Context: an optimization exercise on an open-source flow, tuned for small area, a short achievable clock period and few clock cycles per item. The choices shown serve that exercise and are no tape-out recipe. Function was not checked in any run shown here: the RTL went through the layout flow alone.

### design/flow/config.mk
export PLATFORM = sky130hd
export DESIGN_NAME = depth_quant
export DESIGN_NICKNAME = depth_quant
export VERILOG_FILES = /design/flow/design.v
export SDC_FILE = /design/flow/constraint.sdc
export NUM_CORES = 8
export LEC_CHECK = 0
export CAP_MARGIN = 20
export CORE_MARGIN = 2
export CORE_UTILIZATION = 25
export SLEW_MARGIN = 20
### design/flow/constraint.sdc
create_clock -name core_clock -period 25.0 [get_ports {clk}]
set_input_delay 5.0000 -clock core_clock [delete_from_list [all_inputs] [get_ports {clk}]]
set_output_delay 5.0000 -clock core_clock [all_outputs]
set_load 0.01 [all_outputs]
### design/flow/design.v
module depth_quant (
    input             clk,
    input             rst,
    input             start,
    input      [31:0] n,
    input      [31:0] xform_base,
    input      [31:0] pos_base,
    input      [31:0] keys_base,
    input      [31:0] idx_base,
    output            busy,
    output reg        mem_valid,
    output reg        mem_we,
    output     [31:0] mem_addr,
    output     [31:0] mem_wdata,
    input             mem_ready,
    input      [31:0] mem_rdata
);
    localparam [4:0] S_IDLE = 5'd0,  S_SETUP = 5'd1,
                     S_XF0  = 5'd2,  S_XF1   = 5'd3,  S_XF2  = 5'd4,  S_XF3  = 5'd5,
                     S_P1X  = 5'd6,  S_P1Y   = 5'd7,  S_P1Z  = 5'd8,  S_P1W  = 5'd9,
                     S_P1E  = 5'd10, S_P1R   = 5'd11,
                     S_FBI  = 5'd12, S_FBS   = 5'd13, S_FBR  = 5'd14, S_FBM  = 5'd15,
                     S_FBA  = 5'd16, S_FBX   = 5'd17,
                     S_GAP  = 5'd18, S_P2R   = 5'd19, S_P2W  = 5'd20,
                     S_SLR  = 5'd21, S_SLD   = 5'd22, S_SLI  = 5'd23, S_SLT  = 5'd24,
                     S_SLA1 = 5'd25, S_SLA2  = 5'd26, S_SLQ  = 5'd27, S_SLQ2 = 5'd28,
                     S_SLW  = 5'd29;
    localparam [2:0] A_PP = 3'd0, A_C = 3'd1, A_KP = 3'd2, A_IP = 3'd3, A_KB = 3'd4;
    reg [4:0]  st;
    reg        busy_r;
    reg [29:0] addr_r;
    reg [30:0] nr, c;
    reg [29:0] pp, kp, kb, ip;
    reg        kfirst, ifirst, rdone, lastw;
    reg [31:0] m0, m1, m2;
    reg [1:0]  mph;
    reg [31:0] rd;
    reg [47:0] MS, MC;
    reg [4:0]  Pd;
    reg        Psg;
    reg [81:0] acc;
    reg        fnan, fpinf, fninf, fbo;
    reg [2:0]  inz;
    reg [4:0]  ix0, ix1, ix2;
    reg        zv, rv, pend, mmv;
    reg [31:0] rkey, minr, maxr;
    reg [4:0]  wcnt;
    reg [2:0]  done;
    reg        stk, zf, of, fbA, hug, tflag, tsign, fblast;
    reg [1:0]  rmode, fj;
    reg [2:0]  g;
    reg        idxdone, f2, zR, slowall;
    reg [5:0]  kk;
    reg [32:0] rem;
    reg [4:0]  jc;
    reg        brw, sq_up, av, bv, cv, dv, amb;
    assign busy      = busy_r;
    assign mem_addr  = {addr_r, 2'b00};
    assign mem_wdata = rkey;
    wire adv = ~(mem_valid & ~mem_ready);
    wire [7:0]  me = m0[30:23];
    wire [7:0]  ce = rd[30:23];
    wire        m_nan  = (&me) & (|m0[22:0]);
    wire        m_inf  = (&me) & ~(|m0[22:0]);
    wire        m_zero = ~(|m0[30:0]);
    wire        c_nan  = (&ce) & (|rd[22:0]);
    wire        c_inf  = (&ce) & ~(|rd[22:0]);
    wire        c_zero = ~(|rd[30:0]);
    wire        p_nan  = m_nan | c_nan | (m_inf & c_zero) | (c_inf & m_zero);
    wire        p_inf  = ~p_nan & (m_inf | c_inf);
    wire        p_sg   = m0[31] ^ rd[31];
    wire        p_nz   = ~p_nan & ~p_inf & ~m_zero & ~c_zero;
    wire [8:0]  s289   = {1'b0, me[7:1], me[0] | ~(|me)} + {1'b0, ce[7:1], ce[0] | ~(|ce)} + 9'd1;
    wire [4:0]  p_ix   = s289[8:4];
    wire [3:0]  p_lo   = s289[3:0];
    wire        p_inw  = (p_ix == 5'd15) | (p_ix == 5'd16);
    wire        ph2 = (st == S_P2R) | (st == S_SLR);
    wire [23:0] opA = {ph2 ? m0[23] : (|me), m0[22:0]};
    wire [23:0] opB = {ph2 ? rd[23] : (|ce), rd[22:0]};
    wire [26:0] bx = {2'b00, opB, 1'b0};
    reg  [47:0] brow [0:13];
    reg  [24:0] bmag;
    reg         bneg;
    integer bi;
    always @(*) begin
        brow[13] = 48'h555556000000;
        for (bi = 0; bi < 13; bi = bi + 1) brow[bi] = 48'd0;
        for (bi = 0; bi < 13; bi = bi + 1) begin
            case (bx[2*bi +: 3])
                3'b000, 3'b111:                 bmag = 25'd0;
                3'b001, 3'b010, 3'b101, 3'b110: bmag = {1'b0, opA};
                default:                        bmag = {opA, 1'b0};
            endcase
            bneg = bx[2*bi+2] & ~(bx[2*bi+1] & bx[2*bi]);
            brow[bi] = brow[bi] | ({22'd0, ~bneg, bmag ^ {25{bneg}}} << (2*bi));
            if (bi < 12) brow[bi+1] = brow[bi+1] | ({47'd0, bneg} << (2*bi));
            else         brow[13]   = brow[13]   | ({47'd0, bneg} << (2*bi));
        end
    end
    function [95:0] csa;
        input [47:0] x, y, z;
        csa = {((x & y) | (x & z) | (y & z)) << 1, x ^ y ^ z};
    endfunction
    wire [95:0] t1a = csa(brow[0], brow[1], brow[2]);
    wire [95:0] t1b = csa(brow[3], brow[4], brow[5]);
    wire [95:0] t1c = csa(brow[6], brow[7], brow[8]);
    wire [95:0] t1d = csa(brow[9], brow[10], brow[11]);
    wire [95:0] t2a = csa(t1a[47:0], t1a[95:48], t1b[47:0]);
    wire [95:0] t2b = csa(t1b[95:48], t1c[47:0], t1c[95:48]);
    wire [95:0] t2c = csa(t1d[47:0], t1d[95:48], brow[12]);
    wire [95:0] t3a = csa(t2a[47:0], t2a[95:48], t2b[47:0]);
    wire [95:0] t3b = csa(t2b[95:48], t2c[47:0], t2c[95:48]);
    wire [95:0] t4a = csa(t3a[47:0], t3a[95:48], t3b[47:0]);
    wire [95:0] t5a = csa(t4a[47:0], t4a[95:48], t3b[95:48]);
    wire [95:0] t6a = csa(t5a[47:0], t5a[95:48], brow[13]);
    wire [47:0] P   = MS + MC;
    wire [81:0] sh      = {34'd0, P} << Pd;
    wire        acc_ld  = (st == S_P1Z);
    wire [81:0] acc_sum = (acc_ld ? 82'd0 : acc) + (Psg ? ~sh : sh) + {81'd0, Psg};
    reg [32:0] rV;
    reg        rh, rs, rovf;
    always @(*) begin
        rovf = 1'b0;
        case (rmode)
            2'd0: begin rV = acc[81:49]; rh = acc[48]; rs = |acc[47:0]; end
            2'd1: begin
                rV = acc[33:1]; rh = acc[0]; rs = stk;
                rovf = ~((&acc[81:33]) | ~(|acc[81:33]));
            end
            default: begin rV = {tflag, tflag, acc[31:1]}; rh = acc[0]; rs = stk; end
        endcase
    end
    wire        rup   = rh & (rs | rV[0]);
    wire [33:0] rsum  = {rV[32], rV} + {33'd0, rup};
    wire        r_shi = ~rsum[33] & (rsum[32] | rsum[31]);
    wire        r_slo = rsum[33] & ~(rsum[32] & rsum[31]);
    reg  [31:0] rnd_key;
    always @(*) begin
        if (fnan | (fpinf & fninf))  rnd_key = 32'd0;
        else if (fpinf)              rnd_key = 32'h7FFF_FFFF;
        else if (fninf)              rnd_key = 32'h8000_0000;
        else if (rmode == 2'd3)      rnd_key = tsign ? 32'h8000_0000 : 32'h7FFF_FFFF;
        else if (rovf)               rnd_key = acc[81] ? 32'h8000_0000 : 32'h7FFF_FFFF;
        else if (r_shi)              rnd_key = 32'h7FFF_FFFF;
        else if (r_slo)              rnd_key = 32'h8000_0000;
        else                         rnd_key = rsum[31:0];
    end
    wire        q2up  = sh[30] & (|sh[29:0]);
    wire        q2amb = ~zR & ((sh[30:24] == 7'b0111111) | (sh[30] & ~(|sh[29:0])));
    wire        qsel2 = (st == S_P2W);
    wire [16:0] qbase = qsel2 ? {1'b0, sh[46:31]} : rkey[16:0];
    wire [16:0] qdelt = qsel2 ? {16'd0, q2up} : ({17{brw & ~sq_up}} | {16'd0, sq_up & ~brw});
    wire [16:0] qval  = qbase + qdelt;
    wire [15:0] qkey  = (qsel2 & zR) ? 16'd0 : qval[15:0];
    reg  [33:0] dA;
    wire [33:0] dB   = (st == S_SLA1) ? {2'b00, rd} : {2'b00, maxr};
    wire        dsub = (st != S_SLA2);
    wire        dbit = (st == S_GAP) ? ({1'b0, jc} + {1'b0, kk} <= 7'd16) : ((jc == 5'd0) & rd[0]);
    always @(*) begin
        case (st)
            S_SLA1, S_SLA2: dA = {rem[32], rem};
            S_SLQ:          dA = {rem[32:0], 1'b0};
            default:        dA = {1'b0, rem[31:0], dbit};
        endcase
    end
    wire [33:0] dres = dA + (dsub ? ~dB : dB) + {33'd0, dsub};
    wire        dge  = ~dres[33];
    reg [31:0] T;
    reg [5:0]  kcalc;
    integer ti;
    always @(*) begin
        T[31] = maxr[31];
        for (ti = 30; ti >= 0; ti = ti - 1) T[ti] = T[ti+1] | maxr[ti];
        kcalc = 6'd0;
        for (ti = 0; ti < 31; ti = ti + 1)
            if (T[ti] & ~T[ti+1]) kcalc = kcalc | (ti + 1);
        if (T[31]) kcalc = kcalc | 6'd32;
    end
    wire due0 = inz[0] & ~done[0] & ((ix0 == wcnt) | ((wcnt == 5'd18) & (ix0 == 5'd19)));
    wire due1 = inz[1] & ~done[1] & ((ix1 == wcnt) | ((wcnt == 5'd18) & (ix1 == 5'd19)));
    wire due2 = inz[2] & ~done[2] & ((ix2 == wcnt) | ((wcnt == 5'd18) & (ix2 == 5'd19)));
    wire anydue = due0 | due1 | due2;
    wire [1:0] duej = due0 ? 2'd0 : due1 ? 2'd1 : 2'd2;
    wire huge_now = (inz[0] & (ix0 >= 5'd20)) | (inz[1] & (ix1 >= 5'd20)) | (inz[2] & (ix2 >= 5'd20));
    wire fbflag = fbo & ~(fnan | fpinf | fninf);
    wire fbend  = ~anydue & (wcnt == (fbA ? 5'd31 : 5'd18));
    wire tz     = ~(|acc) & zf;
    wire tm1    = (&acc) & of;
    wire [30:0] c_inc  = c + 31'd1;
    wire        c_last = (c_inc == nr);
    reg        nv, nwe;
    reg [4:0]  nst;
    reg [2:0]  abase;
    reg [4:0]  aoff;
    always @(*) begin
        nv = 1'b0; nwe = 1'b0; nst = st;
        abase = A_PP; aoff = 5'd0;
        case (st)
            S_IDLE:  nst = start ? S_SETUP : S_IDLE;
            S_SETUP: begin
                abase = A_C; aoff = 5'd2;
                if (nr == 31'd0) nst = S_IDLE;
                else begin nst = S_XF0; nv = 1'b1; end
            end
            S_XF0: begin abase = A_C; aoff = 5'd6;  nst = S_XF1; nv = 1'b1; end
            S_XF1: begin abase = A_C; aoff = 5'd10; nst = S_XF2; nv = 1'b1; end
            S_XF2: begin nst = S_XF3; nv = 1'b1; end
            S_XF3: begin aoff = 5'd1; nst = S_P1Y; nv = 1'b1; end
            S_P1X: begin
                if (fbflag) nst = S_FBI;
                else begin aoff = 5'd1; nst = S_P1Y; nv = 1'b1; end
            end
            S_P1Y: begin aoff = 5'd2; nst = S_P1Z; nv = 1'b1; end
            S_P1Z: begin
                abase = A_KP; aoff = {4'd0, ~kfirst};
                nst = S_P1W; nv = pend; nwe = 1'b1;
            end
            S_P1W: begin
                aoff = 5'd3;
                if (c_last) nst = S_P1E;
                else begin nst = S_P1X; nv = 1'b1; end
            end
            S_P1E: nst = fbflag ? S_FBI : S_P1R;
            S_P1R: begin
                abase = A_KP; aoff = {4'd0, ~kfirst};
                nst = S_GAP; nv = 1'b1; nwe = 1'b1;
            end
            S_FBI: nst = S_FBS;
            S_FBS: begin
                aoff = {3'd0, duej} + 5'b11101;       
                if (anydue & (mph == duej)) begin nst = S_FBR; nv = 1'b1; end
                else if (fbend & ~(fbA & (tz | tm1))) nst = S_FBX;
            end
            S_FBR: nst = S_FBM;
            S_FBM: nst = S_FBA;
            S_FBA: nst = S_FBS;
            S_FBX: begin
                if (mph == 2'd0) begin
                    if (fblast) begin
                        abase = A_KP; aoff = {4'd0, ~kfirst};
                        nst = S_GAP; nv = 1'b1; nwe = 1'b1;
                    end else begin nst = S_P1X; nv = 1'b1; end
                end
            end
            S_GAP: begin
                if (~idxdone) begin
                    abase = A_IP; aoff = {4'd0, ~ifirst};
                    nv = 1'b1; nwe = 1'b1;
                end else if (g == 3'd4) begin
                    abase = A_KB; nv = 1'b1;
                    nst = (f2 | zR) ? S_P2R : S_SLR;
                end
            end
            S_P2R: begin
                abase = A_IP; aoff = {4'd0, ~ifirst};
                nst = S_P2W; nv = dv; nwe = 1'b1;
            end
            S_P2W: begin
                if (lastw & mem_valid & ~av & ~bv & ~cv) nst = S_IDLE;
                else if (cv & q2amb) begin
                    abase = A_IP; aoff = {4'd0, ~ifirst};
                    nst = S_SLR; nv = 1'b1;
                end else begin
                    aoff = 5'd1;
                    nst = S_P2R; nv = ~rdone;
                end
            end
            S_SLR:  nst = S_SLD;
            S_SLD:  nst = S_SLI;
            S_SLI:  nst = S_SLT;
            S_SLT:  if (jc == 5'd16) nst = S_SLA1;
            S_SLA1: nst = S_SLA2;
            S_SLA2: nst = S_SLQ;
            S_SLQ:  nst = S_SLQ2;
            S_SLQ2: begin
                abase = A_IP; aoff = {4'd0, ~ifirst};
                nst = S_SLW; nv = 1'b1; nwe = 1'b1;
            end
            S_SLW: begin
                if (lastw & ~av & ~bv & ~cv) nst = S_IDLE;
                else if (slowall) begin
                    abase = A_IP; aoff = 5'd1;
                    nst = S_SLR; nv = 1'b1;
                end else begin
                    aoff = 5'd1;
                    nst = S_P2R; nv = ~rdone;
                end
            end
            default: nst = S_IDLE;
        endcase
    end
    reg  [29:0] abv;
    always @(*) begin
        case (abase)
            A_C:     abv = c[29:0];
            A_KP:    abv = kp;
            A_IP:    abv = ip;
            A_KB:    abv = kb;
            default: abv = pp;
        endcase
    end
    wire [29:0] asum   = abv + {{25{aoff[4]}}, aoff};
    wire        a_last = (asum == kp);
    wire mul1   = (st == S_P1Y) | (st == S_P1Z) | (st == S_P1W);
    wire mul2   = ((st == S_P2R) | (st == S_SLR)) & bv;
    wire rot    = mul1 | ((st == S_FBS) & anydue & (mph != duej)) | ((st == S_FBX) & (mph != 2'd0));
    wire cap    = (st == S_XF1) | (st == S_XF2) | (st == S_XF3);
    wire dorec  = (st == S_GAP) & (g == 3'd3);
    wire do_add = (((st == S_P1X) | (st == S_P1E)) & zv) | (st == S_P1Z) | (st == S_P1W) | (st == S_FBA);
    wire do_sl  = (st == S_FBS) & ~anydue & ~fbend;
    wire do_clr = (st == S_FBI) | ((st == S_FBS) & fbend & fbA & (tz | tm1));
    wire rnd_go = ((st == S_P1Y) & rv) | (st == S_P1R) | ((st == S_FBX) & (mph == 2'd0));
    wire idx_go = (st == S_GAP) & ~idxdone;
    wire q_go   = ((st == S_P2W) & cv) | (st == S_SLQ2);
    wire sdiv   = (st == S_SLT);
    wire p2go   = (st == S_GAP) & idxdone & (g == 3'd4);
    wire kp_set = ((st == S_P1Z) & pend) | (st == S_P1R) | ((st == S_FBX) & (mph == 2'd0) & fblast);
    wire ip_set = idx_go | ((st == S_P2R) & dv) | (st == S_SLQ2) | p2go;
    wire pp_set = ((st == S_P1W) & ~c_last) | ((st == S_P1W) & c_last) | p2go |
                  ((st == S_P2W) & ~(lastw & mem_valid & ~av & ~bv & ~cv) & ~(cv & q2amb) & ~rdone) |
                  ((st == S_SLW) & ~(lastw & ~av & ~bv & ~cv) & ~slowall & ~rdone);
    wire rd_set = p2go | (pp_set & ((st == S_P2W) | (st == S_SLW))) |
                  ((st == S_SLW) & slowall & ~(lastw & ~av & ~bv & ~cv));
    always @(posedge clk) begin
        if (rst) begin
            st        <= S_IDLE;
            busy_r    <= 1'b0;
            mem_valid <= 1'b0;
        end else if (adv) begin
            st        <= nst;
            busy_r    <= (nst != S_IDLE);
            mem_valid <= nv;
        end
    end
    always @(posedge clk) if (adv) begin
        mem_we <= nwe;
        addr_r <= asum;
    end
    always @(posedge clk) if (adv) begin
        if (st == S_IDLE) begin
            nr <= n[30:0];
            kb <= keys_base[31:2];
        end
        if ((st == S_IDLE) | pp_set)
            pp <= (st == S_IDLE) ? pos_base[31:2] : asum;
        if ((st == S_IDLE) | kp_set)
            kp <= (st == S_IDLE) ? keys_base[31:2] : asum;
        if ((st == S_IDLE) | ip_set)
            ip <= (st == S_IDLE) ? idx_base[31:2] : asum;
        if ((st == S_IDLE) | kp_set)
            kfirst <= (st == S_IDLE);
        if ((st == S_IDLE) | ip_set)
            ifirst <= (st == S_IDLE) | p2go;
        if ((st == S_IDLE) | (st == S_XF2) | (st == S_P1W) | idx_go |
            (((st == S_P1R) | ((st == S_FBX) & (mph == 2'd0) & fblast))))
            c <= (st == S_IDLE) ? {1'b0, xform_base[31:2]} :
                 ((st == S_P1W) | idx_go) ? c_inc : 31'd0;
        if (idx_go & c_last) idxdone <= 1'b1;
        else if (st == S_SETUP) idxdone <= 1'b0;
        if (rd_set) rdone <= a_last;
        else if (st == S_SETUP) rdone <= 1'b0;
        if (ip_set & ~idx_go & ~p2go) lastw <= a_last;
        else if (st == S_SETUP) lastw <= 1'b0;
    end
    always @(posedge clk) if (adv) begin
        if (cap | rot) begin
            m1 <= m2;
            m2 <= cap ? rd : m0;
        end
        if (cap | rot | dorec)
            m0 <= dorec ? {m0[30:0], dge} : m1;
        if (rot)
            mph <= (mph == 2'd2) ? 2'd0 : mph + 2'd1;
        else if (st == S_SETUP)
            mph <= 2'd0;
    end
    wire rd_hold = (st == S_SLI) | (st == S_SLT) | (st == S_SLA1) | (st == S_SLA2) |
                   (st == S_SLQ) | (st == S_SLQ2);
    wire rd_dif  = (st == S_SLD) | ((st == S_P2W) & av);
    always @(posedge clk) if (adv & ~rd_hold)
        rd <= rd_dif ? rd - minr : mem_rdata;
    always @(posedge clk) if (adv & (mul1 | (st == S_FBM) | mul2)) begin
        MS  <= t6a[47:0];
        MC  <= t6a[95:48];
        Pd  <= mul2 ? 5'd24 - kk[4:0] : {p_ix[0] ^ ((st == S_FBM) ? wcnt[0] : 1'b1), p_lo};
        Psg <= p_sg & ~mul2;
    end
    always @(posedge clk) if (adv & (do_add | do_sl | do_clr))
        acc <= do_clr ? 82'd0 : do_sl ? {{16{acc[81]}}, acc[81:16]} : acc_sum;
    always @(posedge clk) if (adv) begin
        if (mul1) begin
            fnan  <= (p_nan               | ((st != S_P1Y) & fnan));
            fpinf <= ((p_inf & ~p_sg)     | ((st != S_P1Y) & fpinf));
            fninf <= ((p_inf &  p_sg)     | ((st != S_P1Y) & fninf));
            fbo   <= ((p_nz & ~p_inw)     | ((st != S_P1Y) & fbo));
        end else if ((st == S_SETUP) | ((st == S_FBX) & (mph == 2'd0)))
            fbo <= 1'b0;
        if (st == S_SETUP) begin
            fnan <= 1'b0; fpinf <= 1'b0; fninf <= 1'b0;
        end
        if (st == S_P1Y) begin inz[0] <= p_nz; ix0 <= p_ix; end
        if (st == S_P1Z) begin inz[1] <= p_nz; ix1 <= p_ix; end
        if (st == S_P1W) begin inz[2] <= p_nz; ix2 <= p_ix; end
    end
    always @(posedge clk) if (adv) begin
        if (st == S_SETUP) begin
            zv <= 1'b0; rv <= 1'b0;
        end else if ((st == S_P1X) | (st == S_P1E)) begin
            rv <= zv; zv <= 1'b0;
        end else begin
            if (st == S_P1W) zv <= 1'b1;
            if (rnd_go) rv <= 1'b0;
        end
        if (rnd_go) pend <= 1'b1;
        else if ((st == S_SETUP) | ((st == S_P1W) & mem_valid) | (st == S_GAP)) pend <= 1'b0;
        if (rnd_go) mmv <= 1'b1;
        else if ((st == S_SETUP) | mmv) mmv <= 1'b0;
    end
    always @(posedge clk) if (adv & (rnd_go | idx_go | q_go | sdiv))
        rkey <= rnd_go ? rnd_key :
                idx_go ? {1'b0, c} :
                sdiv   ? {rkey[30:0], dge} : {16'd0, qkey};
    wire mm_init = (st == S_SETUP);
    wire r_calc  = (st == S_GAP) & (g == 3'd1);
    always @(posedge clk) if (adv) begin
        if (mm_init | (mmv & ($signed(rkey) < $signed(minr))))
            minr <= mm_init ? 32'h7FFF_FFFF : rkey;
        if (mm_init | r_calc | (mmv & ($signed(rkey) > $signed(maxr))))
            maxr <= mm_init ? 32'h8000_0000 : r_calc ? maxr - minr : rkey;
    end
    always @(posedge clk) if (adv) begin
        if (((st == S_P1X) | (st == S_P1E)) & fbflag) begin
            fblast <= (st == S_P1E);
            hug    <= huge_now;
            fbA    <= huge_now;
            tflag  <= 1'b0;
        end
        if (st == S_SETUP) rmode <= 2'd0;
        if ((st == S_FBI) | do_clr) begin
            wcnt <= 5'd0; done <= 3'd0; stk <= 1'b0;
        end
        if (st == S_FBI) begin zf <= 1'b1; of <= 1'b1; end
        if ((st == S_FBS) & anydue) fj <= duej;
        if ((st == S_FBS) & fbend) begin
            if (fbA) begin
                if (tz | tm1) begin tflag <= tm1; fbA <= 1'b0; end
                else begin rmode <= 2'd3; tsign <= acc[81]; end
            end else
                rmode <= hug ? 2'd2 : 2'd1;
        end
        if (do_sl) begin
            wcnt <= wcnt + 5'd1;
            if (~fbA) stk <= stk | (|acc[15:0]);
            if (fbA & (wcnt >= 5'd20)) begin
                zf <= zf & ~(|acc[15:0]);
                of <= of & (&acc[15:0]);
            end
        end
        if (st == S_FBA) done[fj] <= 1'b1;
        if ((st == S_FBX) & (mph == 2'd0)) rmode <= 2'd0;
    end
    always @(posedge clk) if (adv) begin
        if (st == S_SETUP) g <= 3'd0;
        else if (st == S_GAP) begin
            case (g)
                3'd0: if (~mmv) g <= 3'd1;
                3'd1: g <= 3'd2;
                3'd2: begin
                    kk  <= kcalc;
                    zR  <= (kcalc == 6'd0);
                    f2  <= (kcalc != 6'd0) & (kcalc <= 6'd24);
                    g   <= ((kcalc != 6'd0) & (kcalc <= 6'd24)) ? 3'd3 : 3'd4;
                end
                3'd3: if (jc == 5'd23) g <= 3'd4;
                default: ;
            endcase
        end
        if (p2go) slowall <= ~(f2 | zR);
    end
    wire rem_init = (st == S_GAP) & (g == 3'd2);
    wire rem_step = dorec | sdiv;
    always @(posedge clk) if (adv) begin
        if (rem_init | rem_step | (st == S_SLI) | (st == S_SLA1) | ((st == S_SLA2) & brw))
            rem <= rem_init ? {1'b0, (T >> 1) & ~(T >> 17)} :
                   (st == S_SLI) ? {2'b00, rd[31:1]} :
                   (rem_step & ~dge) ? dA[32:0] : dres[32:0];
        if (rem_init | (st == S_SLI)) jc <= 5'd0;
        else if (rem_step) jc <= jc + 5'd1;
        if (st == S_SLA1) brw <= dres[33];
        if (st == S_SLQ)  sq_up <= (~dres[33] & (|dres)) | (~(|dres) & (rkey[0] ^ brw));
    end
    always @(posedge clk) if (adv) begin
        if (p2go | (st == S_SETUP)) begin
            av <= 1'b0; bv <= 1'b0; cv <= 1'b0; dv <= 1'b0; amb <= 1'b0;
        end else begin
            if (st == S_P2R) begin
                if (mem_valid) av <= 1'b1;
                if (bv) begin cv <= 1'b1; bv <= 1'b0; end
            end
            if (st == S_SLR) begin
                dv <= 1'b0;
                if (bv) begin cv <= 1'b1; bv <= 1'b0; end
            end
            if (st == S_P2W) begin
                if (mem_valid) dv <= 1'b0;
                if (av) begin bv <= 1'b1; av <= 1'b0; end
                if (cv) begin amb <= q2amb; dv <= 1'b1; cv <= 1'b0; end
            end
        end
    end
endmodule
### design/flow/run.sh
#!/bin/bash
# synth_recipe.tcl (not shown) runs the flow's synth.tcl, then flattens the netlist and writes it again
# the make line also repeats each setting of config.mk as NAME=value (left out here)
make -C /OpenROAD-flow-scripts/flow DESIGN_CONFIG=/design/flow/config.mk WORK_HOME=/design/flow/orfs CLKGATE_MAP_FILE= SYNTH_SCRIPT=/design/flow/synth_recipe.tcl finish
==> results.yml, run 1 <==
die:
  core_area_mm2: 0.291
  full_die_area_mm2: 0.297
  die_height_um: 545
  start_util_pct: 25.2
  row_count: 198
  ioPinCount: 263
  die_width_um: 545
global_routing:
  grt_util_met1_pct: 23.0
  gr-usage-met3_pct: 2.41
  top_usage_layer: "met2"
  met2_usage_in_global_routing_pct: 26.8
  grt_use_total_pct: 16.8
  overflow: 0
  antenna_found_initial: 9
  largest_net_degree_at_the_start_of_global_routing: 89
  first_global_vias: 61200
  grt_first_pass_wirelength_um: 389000
clock_network:
  h-tree-depth: 3
  post_cts_resize_count: 0
  clockRootBuffer: "sky130_fd_sc_hd__clkbuf_16"
  tritoncts: "yes"
  cts_sinks: 730
  ctsHoldBuffers: 0
  clk_path_buf_depth: 3
  cts.reportedPaths.clkPinSlew_ns: 0.06
  clock_insertion_delay_worst_skew_ns: 0.76
  cts.repair_timing.setup_buffer_count: 0
  cts_buffers: 91
final_layout:
  final_cell_mix: "sky130_fd_sc_hd__nand2_1, sky130_fd_sc_hd__edfxtp_1, sky130_fd_sc_hd__nor2_1, sky130_fd_sc_hd__o21ai_0, sky130_fd_sc_hd__inv_1"
  area_growth_pct: 13.8
  drive_gt1_share_pct: 6.53
  layout_commonest_cell: "sky130_fd_sc_hd__nand2_1"
  finalNetCount: 9292
  num-fill-cells: 31000
  post-route-cell-area_mm2: 0.0834
setup_path:
  timing_worst_setup_path_type: "flip-flop to flip-flop"
  r2r_slack_ns: 13.95
  critPathArrivalTime_ns: 11.64
  worstSetupStartpointType: "flip-flop"
  cp_slowest_stage_delay_ns: 0.84
  critical_path_required_ns: 25.58
  timing.critical_path.to_type: "flip-flop"
  critPathSlowestCell: "sky130_fd_sc_hd__a221oi_1"
  timing.critical_path.mode_cell: "sky130_fd_sc_hd__a211oi_1"
  critical_path.max_fanout: 57
placed_design:
  gp_congestion: 0.956
  total_half_perimeter_wirelength_after_legalization_and_detailed_placement_um: 194000
  post_dp_cell_area_mm2: 0.0803
  numPortBuffers: 251
worst_hold_path:
  hold_class: "flip-flop to flip-flop"
routing:
  avgViaCountPerCell: 5.28
  drt_pass1_iterations: 8
  routed_wire_length_per_instance_um: 21.2
  drt_iter0_drc: 7464
  drc_errors: 0
  vias: 65200
  detail_route.wirelength_um: 262000
  antenna_violating_nets_post_route: 0
sta:
  hold_viol: 0
  crit_share_post_route_pct: 44.2
  drv_slew: 0
  tightest_slew_ns: 1.15
  max-slew-margin-rel_pct: 22.9
  achievable-frequency_ghz: 0.0905
  setup-tns-final_ns: 0
  report.final.setup_viol: 0
  skew_ns: 0.0570
  rsz0062_at_grt: "false"
  layout_min_cycle_time_ns: 11.05
  whs_ns: 0.409
logic_synthesis:
  seq_total_area_yosys_pct: 29.8
  synth-seq-cells: 730
  postSynth.asyncResetShare_pct: 0
  ys_dominant_reg_cell: "sky130_fd_sc_hd__edfxtp_1"
  number_of_synthesized_flops_with_an_enable_pin: 723
  syn_area_mm2: 0.0733
  synth.distinct_cells: 102
  postSynthAreaPerCell_um2: 8.74
  synth.yosys.warnings: 2
  post_synth_inst_count: 8382
job:
  maxCapViolCount: 0
status:
  status: "no timing/DRC/antenna violations"
==> area by class of cell <==
class,instances,area [um^2],share of cell area [%]
Multi-Input combinational cell,6570,47700,57.2
Sequential cell,730,21900,26.2
Tap cell,3900,4880,5.85
Timing Repair Buffer,433,3890,4.66
Clock buffer,103,2340,2.81
Inverter,537,2020,2.42
Clock inverter,66,727,0.872
Antenna cell,8,20.0,0.0240
==> cells in the mapped netlist (all sizes together), types with 45 or more instances <==
cell type	count	area share (%)
nand2	851	4.4
edfxtp	723	30
nor2	689	3.5
o21ai	593	4.1
inv	530	2.7
ha	474	8.1
clkbuf	455	2.3
a21oi	440	3.0
xnor2	430	5.1
xor2	317	3.8
fa	259	7.1
nand3	207	1.4
a211oi	182	1.9
a21o	166	1.7
nor3	150	1.0
a22oi	141	1.4
nor2b	135	1.2
mux2i	120	1.6
nand2b	115	0.98
mux2	92	1.4
buf	91	0.50
nand4	88	0.75
nor4	84	0.72
and2	83	0.71
o21a	68	0.70
and3	66	0.56
a31oi	65	0.55
o211ai	53	0.55
o31ai	48	0.49
nor3b	45	0.46
or3	45	0.39
==> per-layer routing <==
| metal | up-vias | wire length [um] | part of all wire (%) |
|---|---|---|---|
| li1 | 30200 | - | - |
| met1 | 31700 | 113000 | 43 |
| met2 | 2863 | 119000 | 45 |
| met3 | 464 | 20800 | 8.0 |
| met4 | 6 | 9260 | 3.5 |
| met5 | - | 45 | 0.017 |
==> worst max-delay path: cells and delay by family (launching register included) <==
kind / cells / cell delay (ns)
compound gates: 15 / 5.36
xor+xnor: 3 / 0.65
fa+ha+maj: 3 / 0.84
buf+inv: 1 / 0.29
flops: 1 / 0.37
mux: 1 / 0.32
simple gates: 11 / 2.99
==> cells by family (layout without fill, tap and decap cells) <==
logic type	after synthesis	after routing	synth area share, %
AO/OA/AOI/OAI	2195	2195	19.6
XOR/XNOR	748	748	8.96
adder cells (fa/ha/maj)	733	733	15.2
buffers and inverters	1083	1139	5.58
flip-flops	730	730	29.8
multiplexers	229	229	3.58
other	1	10	0.00512
AND/OR/NAND/NOR	2663	2663	17.2
==> path summary, 6_finish.rpt <==
| kind | cells past startpoint | startpoint | end |
|---|---|---|---|
| min | 0 | m2[13] | m1[13] |
| min reg2reg | 0 | m2[13] | m1[13] |
| max | 34 | MS[6] | rdone |
| max reg2reg | 34 | MS[6] | rdone |
==> sequential cells by signal, indices dropped and copies added, names as in the netlist, 33 cells and up <==
register and count:
rem 33, MS 48, acc 82, MC 41
==> metrics by stage <==
stage | utilization (%) | std cells | setup slack (ns)
CTS | 28.6 | 12300 | 14.34
global route | 28.6 | 12300 | 13.28
finish | 28.6 | 12300 | 13.95
global placement | 27.6 | 12200 | 14.35
detailed placement | 27.6 | 12200 | 14.41
floorplan | - | 8383 | 14.88
==> inputs of run 2 (changes only) <==
--- a/design/flow/design.v
+++ b/design/flow/design.v
@@ -25,12 +25,12 @@
                      S_SLR  = 5'd21, S_SLD   = 5'd22, S_SLI  = 5'd23, S_SLT  = 5'd24,
                      S_SLA1 = 5'd25, S_SLA2  = 5'd26, S_SLQ  = 5'd27, S_SLQ2 = 5'd28,
                      S_SLW  = 5'd29;
-    localparam [2:0] A_PP = 3'd0, A_C = 3'd1, A_KP = 3'd2, A_IP = 3'd3, A_KB = 3'd4;
+    localparam [1:0] A_PP = 2'd0, A_C = 2'd1, A_KP = 2'd2, A_IP = 2'd3;
     reg [4:0]  st;
     reg        busy_r;
     reg [29:0] addr_r;
     reg [30:0] nr, c;
-    reg [29:0] pp, kp, kb, ip;
+    reg [29:0] pp, kp, ip;
     reg        kfirst, ifirst, rdone, lastw;
     reg [31:0] m0, m1, m2;
     reg [1:0]  mph;
@@ -51,9 +51,8 @@
     reg [2:0]  g;
     reg        idxdone, f2, zR, slowall;
     reg [5:0]  kk;
-    reg [32:0] rem;
     reg [4:0]  jc;
-    reg        brw, sq_up, av, bv, cv, dv, amb;
+    reg        brw, sq_up, av, bv, cv, ev, redo;
     assign busy      = busy_r;
     assign mem_addr  = {addr_r, 2'b00};
     assign mem_wdata = rkey;
@@ -74,7 +73,7 @@
     wire [4:0]  p_ix   = s289[8:4];
     wire [3:0]  p_lo   = s289[3:0];
     wire        p_inw  = (p_ix == 5'd15) | (p_ix == 5'd16);
-    wire        ph2 = (st == S_P2R) | (st == S_SLR);
+    wire        ph2 = (st == S_P2R);
     wire [23:0] opA = {ph2 ? m0[23] : (|me), m0[22:0]};
     wire [23:0] opB = {ph2 ? rd[23] : (|ce), rd[22:0]};
     wire [26:0] bx = {2'b00, opB, 1'b0};
@@ -113,10 +112,17 @@
     wire [95:0] t4a = csa(t3a[47:0], t3a[95:48], t3b[47:0]);
     wire [95:0] t5a = csa(t4a[47:0], t4a[95:48], t3b[95:48]);
     wire [95:0] t6a = csa(t5a[47:0], t5a[95:48], brow[13]);
-    wire [47:0] P   = MS + MC;
-    wire [81:0] sh      = {34'd0, P} << Pd;
-    wire        acc_ld  = (st == S_P1Z);
-    wire [81:0] acc_sum = (acc_ld ? 82'd0 : acc) + (Psg ? ~sh : sh) + {81'd0, Psg};
+    wire [48:0] mtop    = {1'b0, MS} + {1'b0, MC};
+    wire [81:0] hiMask  = ({82{1'b1}} << Pd) << 48;
+    wire [81:0] shS     = {34'd0, MS} << Pd;
+    wire [81:0] shC     = ({34'd0, MC} << Pd) | ({82{mtop[48]}} & hiMask);
+    wire [81:0] xS      = Psg ? ~shS : shS;
+    wire [81:0] xC      = Psg ? ~shC : shC;
+    wire        acc_ld  = (st == S_P1Z) | ((st == S_P2W) & cv);
+    wire [81:0] aA      = acc_ld ? 82'd0 : acc;
+    wire [81:0] c3s     = aA ^ xS ^ xC;
+    wire [81:0] c3c     = (aA & xS) | (aA & xC) | (xS & xC);
+    wire [81:0] acc_sum = c3s + {c3c[80:0], Psg} + {81'd0, Psg};
     reg [32:0] rV;
     reg        rh, rs, rovf;
     always @(*) begin
@@ -145,13 +151,14 @@
         else if (r_slo)              rnd_key = 32'h8000_0000;
         else                         rnd_key = rsum[31:0];
     end
-    wire        q2up  = sh[30] & (|sh[29:0]);
-    wire        q2amb = ~zR & ((sh[30:24] == 7'b0111111) | (sh[30] & ~(|sh[29:0])));
-    wire        qsel2 = (st == S_P2W);
-    wire [16:0] qbase = qsel2 ? {1'b0, sh[46:31]} : rkey[16:0];
+    wire        q2up  = acc[30] & (|acc[29:0]);
+    wire        q2amb = ~zR & ((acc[30:24] == 7'b0111111) | (acc[30] & ~(|acc[29:0])));
+    wire        qsel2 = (st == S_P2R);
+    wire [16:0] qbase = qsel2 ? {1'b0, acc[46:31]} : rkey[16:0];
     wire [16:0] qdelt = qsel2 ? {16'd0, q2up} : ({17{brw & ~sq_up}} | {16'd0, sq_up & ~brw});
     wire [16:0] qval  = qbase + qdelt;
     wire [15:0] qkey  = (qsel2 & zR) ? 16'd0 : qval[15:0];
+    wire [32:0] rem = acc[32:0];
     reg  [33:0] dA;
     wire [33:0] dB   = (st == S_SLA1) ? {2'b00, rd} : {2'b00, maxr};
     wire        dsub = (st != S_SLA2);
@@ -190,7 +197,7 @@
     wire        c_last = (c_inc == nr);
     reg        nv, nwe;
     reg [4:0]  nst;
-    reg [2:0]  abase;
+    reg [1:0]  abase;
     reg [4:0]  aoff;
     always @(*) begin
         nv = 1'b0; nwe = 1'b0; nst = st;
@@ -247,22 +254,20 @@
                     abase = A_IP; aoff = {4'd0, ~ifirst};
                     nv = 1'b1; nwe = 1'b1;
                 end else if (g == 3'd4) begin
-                    abase = A_KB; nv = 1'b1;
+                    abase = A_KP; nv = 1'b1;
                     nst = (f2 | zR) ? S_P2R : S_SLR;
                 end
             end
             S_P2R: begin
-                abase = A_IP; aoff = {4'd0, ~ifirst};
-                nst = S_P2W; nv = dv; nwe = 1'b1;
+                abase = A_IP; aoff = {5{~ifirst}};
+                if (ev & q2amb) begin nst = S_SLR; nv = 1'b1; end
+                else begin nst = S_P2W; nv = ev; nwe = 1'b1; end
             end
             S_P2W: begin
-                if (lastw & mem_valid & ~av & ~bv & ~cv) nst = S_IDLE;
-                else if (cv & q2amb) begin
-                    abase = A_IP; aoff = {4'd0, ~ifirst};
-                    nst = S_SLR; nv = 1'b1;
-                end else begin
-                    aoff = 5'd1;
-                    nst = S_P2R; nv = ~rdone;
+                if (lastw & mem_valid) nst = S_IDLE;
+                else begin
+                    aoff = 5'b11111;
+                    nst = S_P2R; nv = ~rdone & ~(av & c_last);
                 end
             end
             S_SLR:  nst = S_SLD;
@@ -273,16 +278,16 @@
             S_SLA2: nst = S_SLQ;
             S_SLQ:  nst = S_SLQ2;
             S_SLQ2: begin
-                abase = A_IP; aoff = {4'd0, ~ifirst};
+                abase = A_IP; aoff = {5{~ifirst}};
                 nst = S_SLW; nv = 1'b1; nwe = 1'b1;
             end
             S_SLW: begin
-                if (lastw & ~av & ~bv & ~cv) nst = S_IDLE;
+                if (lastw) nst = S_IDLE;
                 else if (slowall) begin
-                    abase = A_IP; aoff = 5'd1;
+                    abase = A_IP; aoff = 5'b11111;
                     nst = S_SLR; nv = 1'b1;
                 end else begin
-                    aoff = 5'd1;
+                    aoff = {5{~redo}};
                     nst = S_P2R; nv = ~rdone;
                 end
             end
@@ -295,32 +300,30 @@
             A_C:     abv = c[29:0];
             A_KP:    abv = kp;
             A_IP:    abv = ip;
-            A_KB:    abv = kb;
             default: abv = pp;
         endcase
     end
     wire [29:0] asum   = abv + {{25{aoff[4]}}, aoff};
-    wire        a_last = (asum == kp);
     wire mul1   = (st == S_P1Y) | (st == S_P1Z) | (st == S_P1W);
-    wire mul2   = ((st == S_P2R) | (st == S_SLR)) & bv;
+    wire mul2   = (st == S_P2R) & bv;
     wire rot    = mul1 | ((st == S_FBS) & anydue & (mph != duej)) | ((st == S_FBX) & (mph != 2'd0));
     wire cap    = (st == S_XF1) | (st == S_XF2) | (st == S_XF3);
     wire dorec  = (st == S_GAP) & (g == 3'd3);
-    wire do_add = (((st == S_P1X) | (st == S_P1E)) & zv) | (st == S_P1Z) | (st == S_P1W) | (st == S_FBA);
+    wire do_add = (((st == S_P1X) | (st == S_P1E)) & zv) | (st == S_P1Z) | (st == S_P1W) | (st == S_FBA) |
+                  ((st == S_P2W) & cv);
     wire do_sl  = (st == S_FBS) & ~anydue & ~fbend;
     wire do_clr = (st == S_FBI) | ((st == S_FBS) & fbend & fbA & (tz | tm1));
     wire rnd_go = ((st == S_P1Y) & rv) | (st == S_P1R) | ((st == S_FBX) & (mph == 2'd0));
     wire idx_go = (st == S_GAP) & ~idxdone;
-    wire q_go   = ((st == S_P2W) & cv) | (st == S_SLQ2);
+    wire q_go   = ((st == S_P2R) & ev) | (st == S_SLQ2);
     wire sdiv   = (st == S_SLT);
     wire p2go   = (st == S_GAP) & idxdone & (g == 3'd4);
     wire kp_set = ((st == S_P1Z) & pend) | (st == S_P1R) | ((st == S_FBX) & (mph == 2'd0) & fblast);
-    wire ip_set = idx_go | ((st == S_P2R) & dv) | (st == S_SLQ2) | p2go;
-    wire pp_set = ((st == S_P1W) & ~c_last) | ((st == S_P1W) & c_last) | p2go |
-                  ((st == S_P2W) & ~(lastw & mem_valid & ~av & ~bv & ~cv) & ~(cv & q2amb) & ~rdone) |
-                  ((st == S_SLW) & ~(lastw & ~av & ~bv & ~cv) & ~slowall & ~rdone);
-    wire rd_set = p2go | (pp_set & ((st == S_P2W) | (st == S_SLW))) |
-                  ((st == S_SLW) & slowall & ~(lastw & ~av & ~bv & ~cv));
+    wire ip_set = idx_go | ((st == S_P2R) & ev & ~q2amb) | (st == S_SLQ2) | p2go;
+    wire pp_set = (st == S_P1W) | p2go |
+                  ((st == S_P2W) & ~(lastw & mem_valid) & ~rdone & ~(av & c_last)) |
+                  ((st == S_SLW) & ~lastw & ~slowall & ~rdone);
+    wire cnt2   = ((st == S_P2W) & av) | ((st == S_SLD) & slowall);
     always @(posedge clk) begin
         if (rst) begin
             st        <= S_IDLE;
@@ -339,7 +342,6 @@
     always @(posedge clk) if (adv) begin
         if (st == S_IDLE) begin
             nr <= n[30:0];
-            kb <= keys_base[31:2];
         end
         if ((st == S_IDLE) | pp_set)
             pp <= (st == S_IDLE) ? pos_base[31:2] : asum;
@@ -351,15 +353,15 @@
             kfirst <= (st == S_IDLE);
         if ((st == S_IDLE) | ip_set)
             ifirst <= (st == S_IDLE) | p2go;
-        if ((st == S_IDLE) | (st == S_XF2) | (st == S_P1W) | idx_go |
+        if ((st == S_IDLE) | (st == S_XF2) | (st == S_P1W) | idx_go | cnt2 |
             (((st == S_P1R) | ((st == S_FBX) & (mph == 2'd0) & fblast))))
             c <= (st == S_IDLE) ? {1'b0, xform_base[31:2]} :
-                 ((st == S_P1W) | idx_go) ? c_inc : 31'd0;
+                 ((st == S_P1W) | cnt2 | (idx_go & ~c_last)) ? c_inc : 31'd0;
         if (idx_go & c_last) idxdone <= 1'b1;
         else if (st == S_SETUP) idxdone <= 1'b0;
-        if (rd_set) rdone <= a_last;
+        if (cnt2 & c_last) rdone <= 1'b1;
         else if (st == S_SETUP) rdone <= 1'b0;
-        if (ip_set & ~idx_go & ~p2go) lastw <= a_last;
+        if (ip_set & ~idx_go & ~p2go) lastw <= rdone & ~bv & ~cv;
         else if (st == S_SETUP) lastw <= 1'b0;
     end
     always @(posedge clk) if (adv) begin
@@ -377,16 +379,25 @@
     wire rd_hold = (st == S_SLI) | (st == S_SLT) | (st == S_SLA1) | (st == S_SLA2) |
                    (st == S_SLQ) | (st == S_SLQ2);
     wire rd_dif  = (st == S_SLD) | ((st == S_P2W) & av);
+    wire rd_max  = (st == S_GAP) & (g == 3'd0);
+    wire [31:0] rdm = rd - minr;
     always @(posedge clk) if (adv & ~rd_hold)
-        rd <= rd_dif ? rd - minr : mem_rdata;
+        rd <= rd_dif ? rdm : rd_max ? maxr : mem_rdata;
     always @(posedge clk) if (adv & (mul1 | (st == S_FBM) | mul2)) begin
         MS  <= t6a[47:0];
         MC  <= t6a[95:48];
         Pd  <= mul2 ? 5'd24 - kk[4:0] : {p_ix[0] ^ ((st == S_FBM) ? wcnt[0] : 1'b1), p_lo};
         Psg <= p_sg & ~mul2;
     end
-    always @(posedge clk) if (adv & (do_add | do_sl | do_clr))
-        acc <= do_clr ? 82'd0 : do_sl ? {{16{acc[81]}}, acc[81:16]} : acc_sum;
+    wire rem_init = (st == S_GAP) & (g == 3'd2);
+    wire rem_step = dorec | sdiv;
+    wire rem_wr   = rem_init | rem_step | (st == S_SLI) | (st == S_SLA1) | ((st == S_SLA2) & brw);
+    wire [32:0] rem_nx = rem_init ? {1'b0, (T >> 1) & ~(T >> 17)} :
+                         (st == S_SLI) ? {2'b00, rd[31:1]} :
+                         (rem_step & ~dge) ? dA[32:0] : dres[32:0];
+    always @(posedge clk) if (adv & (do_add | do_sl | do_clr | rem_wr))
+        acc <= do_clr ? 82'd0 : do_sl ? {{16{acc[81]}}, acc[81:16]} :
+               rem_wr ? {acc[81:33], rem_nx} : acc_sum;
     always @(posedge clk) if (adv) begin
         if (mul1) begin
             fnan  <= (p_nan               | ((st != S_P1Y) & fnan));
@@ -426,7 +437,7 @@
         if (mm_init | (mmv & ($signed(rkey) < $signed(minr))))
             minr <= mm_init ? 32'h7FFF_FFFF : rkey;
         if (mm_init | r_calc | (mmv & ($signed(rkey) > $signed(maxr))))
-            maxr <= mm_init ? 32'h8000_0000 : r_calc ? maxr - minr : rkey;
+            maxr <= mm_init ? 32'h8000_0000 : r_calc ? rdm : rkey;
     end
     always @(posedge clk) if (adv) begin
         if (((st == S_P1X) | (st == S_P1E)) & fbflag) begin
@@ -463,7 +474,7 @@
         if (st == S_SETUP) g <= 3'd0;
         else if (st == S_GAP) begin
             case (g)
-                3'd0: if (~mmv) g <= 3'd1;
+                3'd0: if (~mmv) g <= 3'd1;    
                 3'd1: g <= 3'd2;
                 3'd2: begin
                     kk  <= kcalc;
@@ -477,13 +488,7 @@
         end
         if (p2go) slowall <= ~(f2 | zR);
     end
-    wire rem_init = (st == S_GAP) & (g == 3'd2);
-    wire rem_step = dorec | sdiv;
     always @(posedge clk) if (adv) begin
-        if (rem_init | rem_step | (st == S_SLI) | (st == S_SLA1) | ((st == S_SLA2) & brw))
-            rem <= rem_init ? {1'b0, (T >> 1) & ~(T >> 17)} :
-                   (st == S_SLI) ? {2'b00, rd[31:1]} :
-                   (rem_step & ~dge) ? dA[32:0] : dres[32:0];
         if (rem_init | (st == S_SLI)) jc <= 5'd0;
         else if (rem_step) jc <= jc + 5'd1;
         if (st == S_SLA1) brw <= dres[33];
@@ -491,21 +496,21 @@
     end
     always @(posedge clk) if (adv) begin
         if (p2go | (st == S_SETUP)) begin
-            av <= 1'b0; bv <= 1'b0; cv <= 1'b0; dv <= 1'b0; amb <= 1'b0;
+            av <= 1'b0; bv <= 1'b0; cv <= 1'b0; ev <= 1'b0; redo <= 1'b0;
         end else begin
             if (st == S_P2R) begin
                 if (mem_valid) av <= 1'b1;
                 if (bv) begin cv <= 1'b1; bv <= 1'b0; end
+                ev <= 1'b0;
             end
             if (st == S_SLR) begin
-                dv <= 1'b0;
-                if (bv) begin cv <= 1'b1; bv <= 1'b0; end
+                av <= 1'b0; redo <= av;
             end
             if (st == S_P2W) begin
-                if (mem_valid) dv <= 1'b0;
                 if (av) begin bv <= 1'b1; av <= 1'b0; end
-                if (cv) begin amb <= q2amb; dv <= 1'b1; cv <= 1'b0; end
+                if (cv) begin ev <= 1'b1; cv <= 1'b0; end
             end
+            if ((st == S_SLW) & ~slowall) redo <= 1'b0;
         end
     end
 endmodule
==> results.yml, run 2 <==
routing:
  drt_pass1_iterations: 6
  met3_wirelength_um: 27500
  routed_wire_length_per_instance_um: 24.0
  drt_iter0_drc: 8221
  detail_route.wirelength_um: 285000
  drc_errors: 0
  dr.max_layer_used: "met5"
  routedLengthMet1_um: 120000
  met2_wl_post_dr_um: 124000
  vias: 64500
  antenna_violating_nets_post_route: 0
  avgViaCountPerCell: 5.41
die:
  full_die_area_mm2: 0.295
  ioPinCount: 263
  core_area_mm2: 0.288
  start_util_pct: 25.2
  row_count: 197
  die_width_um: 543
  die_height_um: 543
global_routing:
  first_global_vias: 60700
  antenna_found_initial: 16
  largest_net_degree_at_the_start_of_global_routing: 150
  grt_use_total_pct: 18.6
  overflow: 0
  grt_first_pass_wirelength_um: 414000
logic_synthesis:
  postSynth.asyncResetShare_pct: 0
  synth_top_family_by_area: "compound AO/OA/AOI/OAI gates"
  synth_top_cell_area_share_pct: 27.3
  ys_dominant_reg_cell: "sky130_fd_sc_hd__edfxtp_1"
  post_synth_inst_count: 8137
  synth.distinct_cells: 108
  syn_area_mm2: 0.0726
  yosys-top-cells-count: "sky130_fd_sc_hd__nand2_1, sky130_fd_sc_hd__edfxtp_1, sky130_fd_sc_hd__nor2_1"
  synth-seq-cells: 668
  netlist.top_cell.by_area: "sky130_fd_sc_hd__edfxtp_1"
  number_of_synthesized_flops_with_an_enable_pin: 661
  synth_simple_gate_area_share_pct: 15.2
  synth_mux_area_share_pct: 6.89
  synth_most_common_cell: "sky130_fd_sc_hd__nand2_1"
  seq_total_area_yosys_pct: 27.5
  yosys.area_share.adder_pct: 16.8
  yosys-top-cells-area: "sky130_fd_sc_hd__edfxtp_1, sky130_fd_sc_hd__fa_1, sky130_fd_sc_hd__ha_1"
  synth-compound-area-share_pct: 18.5
  synth.yosys.warnings: 2
  postSynthAreaPerCell_um2: 8.92
  xor_xnor_portion_of_the_synthesized_cell_area_pct: 9.17
final_layout:
  largest_reg_flops: 82
  drive_gt1_share_pct: 7.30
  layout_commonest_cell: "sky130_fd_sc_hd__nand2_1"
  max_flop_register: "acc"
  registers_with_the_most_flip_flops: "acc: 82 flops, MS: 48 flops, MC: 41 flops"
  post-route-cell-area_mm2: 0.0819
  area_growth_pct: 12.8
  finalNetCount: 9041
  final_cell_mix: "sky130_fd_sc_hd__nand2_1, sky130_fd_sc_hd__edfxtp_1, sky130_fd_sc_hd__nor2_1, sky130_fd_sc_hd__o21ai_0, sky130_fd_sc_hd__inv_1"
setup_path:
  worstSetupStartpointType: "flip-flop"
  critPathArrivalTime_ns: 8.67
  timing.critical_path.to_type: "flip-flop"
  worst_r2r_startpoint: "Pd[0]"
  cp_slowest_stage_delay_ns: 0.86
  worst_setup_path_startpoint: "Pd[0]"
  critical_path.max_fanout: 63
  critical_path_required_ns: 25.41
  critical_path_cell_sequence: "buf_4, buf_4, inv_1, nor2_1, nand2_1, o21ai_0, mux2i_1, mux2i_1, nand2_1, xnor2_1, fa_1, ha_1, nand4_1, nor4_1, a311oi_1, o21a_1, o22ai_1, a21oi_1, o22ai_1, o41ai_1, o41ai_1, o21ai_0, nor3b_1"
  critPathSlowestCell: "sky130_fd_sc_hd__buf_4"
  timing_worst_setup_path_type: "flip-flop to flip-flop"
clock_network:
  clk_path_buf_depth: 3
  clock_insertion_delay_worst_skew_ns: 0.76
  ctsHoldBuffers: 0
  cts_buffers: 79
  cts.repair_timing.setup_buffer_count: 0
  cts.reportedPaths.clkPinSlew_ns: 0.07
  clockRootBuffer: "sky130_fd_sc_hd__clkbuf_16"
  cts_sinks: 668
  tritoncts: "yes"
  post_cts_resize_count: 0
  h-tree-depth: 3
placed_design:
  total_half_perimeter_wirelength_after_legalization_and_detailed_placement_um: 216000
  gp_congestion: 0.988
  numPortBuffers: 251
  post_dp_cell_area_mm2: 0.0793
sta:
  achievable-frequency_ghz: 0.121
  drv_slew: 0
  tightest_slew_ns: 1.10
  hold_viol: 0
  crit_share_post_route_pct: 33.0
  report.final.setup_viol: 0
  rsz0062_at_grt: "false"
  skew_ns: 0.0742
  setup-tns-final_ns: 0
  layout_min_cycle_time_ns: 8.25
  max-slew-margin-rel_pct: 24.6
status:
  status: "no timing/DRC/antenna violations"
job:
  maxCapViolCount: 0
worst_hold_path:
  hold_class: "flip-flop to flip-flop"
  min-delay-start: "m2[22]"
run 2: final cells by class:
| cell class | count | area (um^2) |
|---|---|---|
| Tap cell | 3781 | 4730 |
| Clock inverter | 52 | 564 |
| Sequential cell | 668 | 20000 |
| Inverter | 528 | 1980 |
| Clock buffer | 89 | 2040 |
| Antenna cell | 3 | 7.51 |
| Multi-Input combinational cell | 6351 | 48700 |
| Timing Repair Buffer | 438 | 3960 |
| Fill cell | 30700 | 206000 |
run 2: final timing paths:
check	slack (ns)	cells past startpoint	end
setup / recovery	16.75	23	acc[81]
setup reg to reg	16.75	23	acc[81]
hold reg to reg	0.40	0	m1[22]
hold / removal	0.40	0	m1[22]
run 2: cell families after synthesis:
group,Yosys count
buffers and inverters,1119
AO/OA/AOI/OAI,2067
flip-flops,668
adder cells (fa/ha/maj),779
multiplexers,413
AND/OR/NAND/NOR,2330
XOR/XNOR,760
other,1
run 2: routing by layer:
layer	vias up	track usage (%)
met5	-	0
met4	12	8.02
met3	627	3.54
met2	3504	28.5
met1	31300	25.5
li1	29000	-
run 2: metrics by stage:
stage,util (%),cells,setup slack [ns],hold WS [ns]
global placement,27.5,11800,16.38,0.401
CTS,28.4,11900,16.97,0.400
floorplan,-,8138,15.02,0.400
finish,28.4,11900,16.75,0.397
detailed placement,27.5,11800,16.39,0.405
global route,28.4,11900,16.21,0.405
run 2: worst max-delay path, delay by kind of cell (launching register included):
| family | cells | cell delay [ns] |
|---|---|---|
| AOI/OAI and AO/OA | 9 | 2.60 |
| DFF | 1 | 0.33 |
| muxes | 2 | 0.54 |
| xor gates and xnor gates | 1 | 0.28 |
| buffers and inverters | 3 | 1.61 |
| and+or+nand+nor | 6 | 1.49 |
| adders and majority gates | 2 | 0.92 |
==> inputs of run 3 (changes only) <==
--- a/design/flow/design.v
+++ b/design/flow/design.v
@@ -35,7 +35,7 @@
     reg [31:0] m0, m1, m2;
     reg [1:0]  mph;
     reg [31:0] rd;
-    reg [47:0] MS, MC;
+    reg [50:0] MS, MC;
     reg [4:0]  Pd;
     reg        Psg;
     reg [81:0] acc;
@@ -112,10 +112,11 @@
     wire [95:0] t4a = csa(t3a[47:0], t3a[95:48], t3b[47:0]);
     wire [95:0] t5a = csa(t4a[47:0], t4a[95:48], t3b[95:48]);
     wire [95:0] t6a = csa(t5a[47:0], t5a[95:48], brow[13]);
-    wire [48:0] mtop    = {1'b0, MS} + {1'b0, MC};
+    wire [51:0] mtop    = {1'b0, MS} + {1'b0, MC};
+    wire        movf    = mtop[6'd48 + {4'd0, Pd[1:0]}];
     wire [81:0] hiMask  = ({82{1'b1}} << Pd) << 48;
-    wire [81:0] shS     = {34'd0, MS} << Pd;
-    wire [81:0] shC     = ({34'd0, MC} << Pd) | ({82{mtop[48]}} & hiMask);
+    wire [81:0] shS     = {31'd0, MS} << {Pd[4:2], 2'b00};
+    wire [81:0] shC     = ({31'd0, MC} << {Pd[4:2], 2'b00}) | ({82{movf}} & hiMask);
     wire [81:0] xS      = Psg ? ~shS : shS;
     wire [81:0] xC      = Psg ? ~shC : shC;
     wire        acc_ld  = (st == S_P1Z) | ((st == S_P2W) & cv);
@@ -383,10 +384,11 @@
     wire [31:0] rdm = rd - minr;
     always @(posedge clk) if (adv & ~rd_hold)
         rd <= rd_dif ? rdm : rd_max ? maxr : mem_rdata;
+    wire [4:0] nPd = mul2 ? 5'd24 - kk[4:0] : {p_ix[0] ^ ((st == S_FBM) ? wcnt[0] : 1'b1), p_lo};
     always @(posedge clk) if (adv & (mul1 | (st == S_FBM) | mul2)) begin
-        MS  <= t6a[47:0];
-        MC  <= t6a[95:48];
-        Pd  <= mul2 ? 5'd24 - kk[4:0] : {p_ix[0] ^ ((st == S_FBM) ? wcnt[0] : 1'b1), p_lo};
+        MS  <= {3'd0, t6a[47:0]} << nPd[1:0];
+        MC  <= {3'd0, t6a[95:48]} << nPd[1:0];
+        Pd  <= nPd;
         Psg <= p_sg & ~mul2;
     end
     wire rem_init = (st == S_GAP) & (g == 3'd2);
==> results.yml, run 3 <==
status:
  status: "no timing/DRC/antenna violations"
sta:
  tightest_slew_ns: 1.12
  setup-tns-final_ns: 0
  layout_min_cycle_time_ns: 7.95
  skew_ns: 0.0598
  hold_viol: 0
  achievable-frequency_ghz: 0.126
  report.final.setup_viol: 0
  whs_ns: 0.402
  drv_slew: 0
  layout_setup_ws_ns: 17.05
  rsz0062_at_grt: "false"
  crit_share_post_route_pct: 31.8
  max-slew-margin-rel_pct: 25.5
placed_design:
  post_dp_cell_area_mm2: 0.0770
  placedCellCount: 11500
  total_half_perimeter_wirelength_after_legalization_and_detailed_placement_um: 205000
  setup_slack_placement_ns: 16.85
  gp_congestion: 0.984
  numPortBuffers: 251
final_layout:
  post-route-cell-area_mm2: 0.0799
  max_flop_register: "acc"
  drive_gt1_share_pct: 6.41
  final_cell_mix: "sky130_fd_sc_hd__nand2_1, sky130_fd_sc_hd__edfxtp_1, sky130_fd_sc_hd__nor2_1, sky130_fd_sc_hd__o21ai_0, sky130_fd_sc_hd__a21oi_1"
  utilization_pct: 28.5
  finalNetCount: 8813
  area_growth_pct: 13.4
  largest_reg_flops: 82
  fin_cells: 11700
  layout_commonest_cell: "sky130_fd_sc_hd__nand2_1"
  registers_with_the_most_flip_flops: "acc: 82 flops, MS: 51 flops, MC: 45 flops"
global_routing:
  antenna_found_initial: 10
  first_global_vias: 57700
  overflow: 0
  grt_first_pass_wirelength_um: 394000
  largest_net_degree_at_the_start_of_global_routing: 115
  grt_use_total_pct: 18.2
routing:
  avgViaCountPerCell: 5.31
  antenna_violating_nets_post_route: 0
  routed_wire_length_per_instance_um: 23.3
  drt_iter0_drc: 8221
  drt_pass1_iterations: 6
  detail_route.wirelength_um: 272000
  vias: 62000
  drc_errors: 0
logic_synthesis:
  xor_xnor_portion_of_the_synthesized_cell_area_pct: 9.55
  yosys.area_share.adder_pct: 16.5
  ys_dominant_reg_cell: "sky130_fd_sc_hd__edfxtp_1"
  netlist.top_cell.by_area: "sky130_fd_sc_hd__edfxtp_1"
  postSynth.asyncResetShare_pct: 0
  synth_simple_gate_area_share_pct: 15.4
  postSynthAreaPerCell_um2: 8.85
  synth.yosys.warnings: 2
  synth_mux_area_share_pct: 6.20
  syn_area_mm2: 0.0704
  number_of_synthesized_flops_with_an_enable_pin: 666
  synth_most_common_cell: "sky130_fd_sc_hd__nand2_1"
  yosys-top-cells-area: "sky130_fd_sc_hd__edfxtp_1, sky130_fd_sc_hd__fa_1, sky130_fd_sc_hd__ha_1"
  synth.distinct_cells: 102
  synth-seq-cells: 673
  post_synth_inst_count: 7959
  synth-compound-area-share_pct: 18.1
  synth_top_family_by_area: "compound AO/OA/AOI/OAI gates"
  synth_top_cell_area_share_pct: 28.4
  yosys-top-cells-count: "sky130_fd_sc_hd__nand2_1, sky130_fd_sc_hd__edfxtp_1, sky130_fd_sc_hd__nor2_1"
  seq_total_area_yosys_pct: 28.6
clock_network:
  clock_insertion_delay_worst_skew_ns: 0.75
  tritoncts: "yes"
  h-tree-depth: 3
  cts.repair_timing.setup_buffer_count: 0
  cts.reportedPaths.clkPinSlew_ns: 0.07
  clockRootBuffer: "sky130_fd_sc_hd__clkbuf_16"
  cts_buffers: 79
  ctsHoldBuffers: 0
  post_cts_resize_count: 0
  clk_path_buf_depth: 3
  cts_sinks: 673
setup_path:
  worstSetupStartpointType: "flip-flop"
  critPathSlowestCell: "sky130_fd_sc_hd__nor2_1"
  critical_path.max_fanout: 30
  critical_path_required_ns: 25.42
  timing.critical_path.mode_cell: "sky130_fd_sc_hd__fa_1"
  critPathArrivalTime_ns: 8.37
  critical_path_cell_sequence: "buf_4, or2_1, or2_2, nor2_1, a31oi_2, buf_4, nor2b_1, nor2_1, nor2_1, buf_4, a22oi_1, xnor2_1, fa_1, inv_1, fa_1, inv_1, fa_1, fa_1, fa_1, ha_1, nor2_1, a21oi_1, mux2i_1"
  worst_r2r_startpoint: "st[3]"
  cp_top_family: "adder cells"
  timing.critical_path.to_type: "flip-flop"
  sum_of_buffers_and_inverters_on_the_critical_path: 5
  cp_slowest_stage_delay_ns: 0.71
  worst_setup_path_startpoint: "st[3]"
  timing_worst_setup_path_type: "flip-flop to flip-flop"
die:
  die_height_um: 535
  die_width_um: 535
  full_die_area_mm2: 0.286
  ioPinCount: 263
  row_count: 194
  core_area_mm2: 0.280
  start_util_pct: 25.2
worst_hold_path:
  min-delay-start: "m2[22]"
  hold_class: "flip-flop to flip-flop"
job:
  maxCapViolCount: 0
==> run 3: kinds of logic after synthesis <==
group                      count (synthesis)
DFF                                      673
buffers and inverters                   1041
adders and majority gates                730
other                                      1
AOI/OAI and AO/OA                       1997
muxes                                    424
xor gates and xnor gates                 765
and+or+nand+nor                         2328
==> run 3: routing by layer <==
metal,global-route usage (%),vias to the layer above,part of all wire [%]
li1,-,28100,-
met1,25.4,30100,42
met2,27.7,3249,44
met3,3.57,540,10
met4,6.73,12,4.1
met5,0,-,0.026
==> run 3: worst paths after layout <==
check | depth (start not counted) | slack (ns) | to
worst min-delay path | 0 | 0.40 | m1[22]
worst min register to register | 0 | 0.40 | m1[22]
worst max register to register | 23 | 17.05 | MC[27]
worst max-delay path | 23 | 17.05 | MC[27]
==> run 3: area by class of cell <==
class	instances	area [um^2]
fillers	29600	200000
multi-input cells	6246	46700
flip-flops and latches	673	20100
well taps	3724	4660
repair buffers	418	3770
clock buffers	96	2080
inverters	469	1760
clock inverters	51	790
diodes	4	10.0
==> run 3: worst register-to-register path, delay by kind of cell, from the launching register on <==
family / cells / cell delay (ns)
buffers and inverters: 5 / 1.09
multiplexers: 1 / 0.11
adder cells (fa/ha/maj): 6 / 2.98
AO/OA/AOI/OAI: 3 / 0.47
flip-flops: 1 / 0.31
XOR/XNOR: 1 / 0.19
AND/OR/NAND/NOR: 7 / 2.54

[afterwards: timing with drivers on the ports]
In the flow no input, the clock included, has a driving cell. The finished layouts below were timed again as built, in two steps.
Step 1 assumes that a clkbuf_16 drives the clock port and a buf_2 every other input.
Step 2, shift: input delay + t, output delay - t, t = (earliest + latest rising clock arrival at the registers) / 2. This alone moves slack from input paths to output paths.
Three values: ideal ports, drivers, drivers and shift; two values: the first two.
| run | t (ns) | setup slack, ns | pins driven straight from the clock port |
|---|---|---|---|
| run 1 | 0.808 | 13.947 / 13.947 / 13.947 | 1 |
| run 2 | 0.820 | 16.746 / 16.746 / 16.307 | 1 |
| run 3 | 0.797 | 17.053 / 17.053 / 16.757 | 1 |
After both steps every run listed still meets setup and hold. For run 2, which loses most, drivers alone change the setup slack by 0.000 ns; drivers and shift together by -0.439 ns.
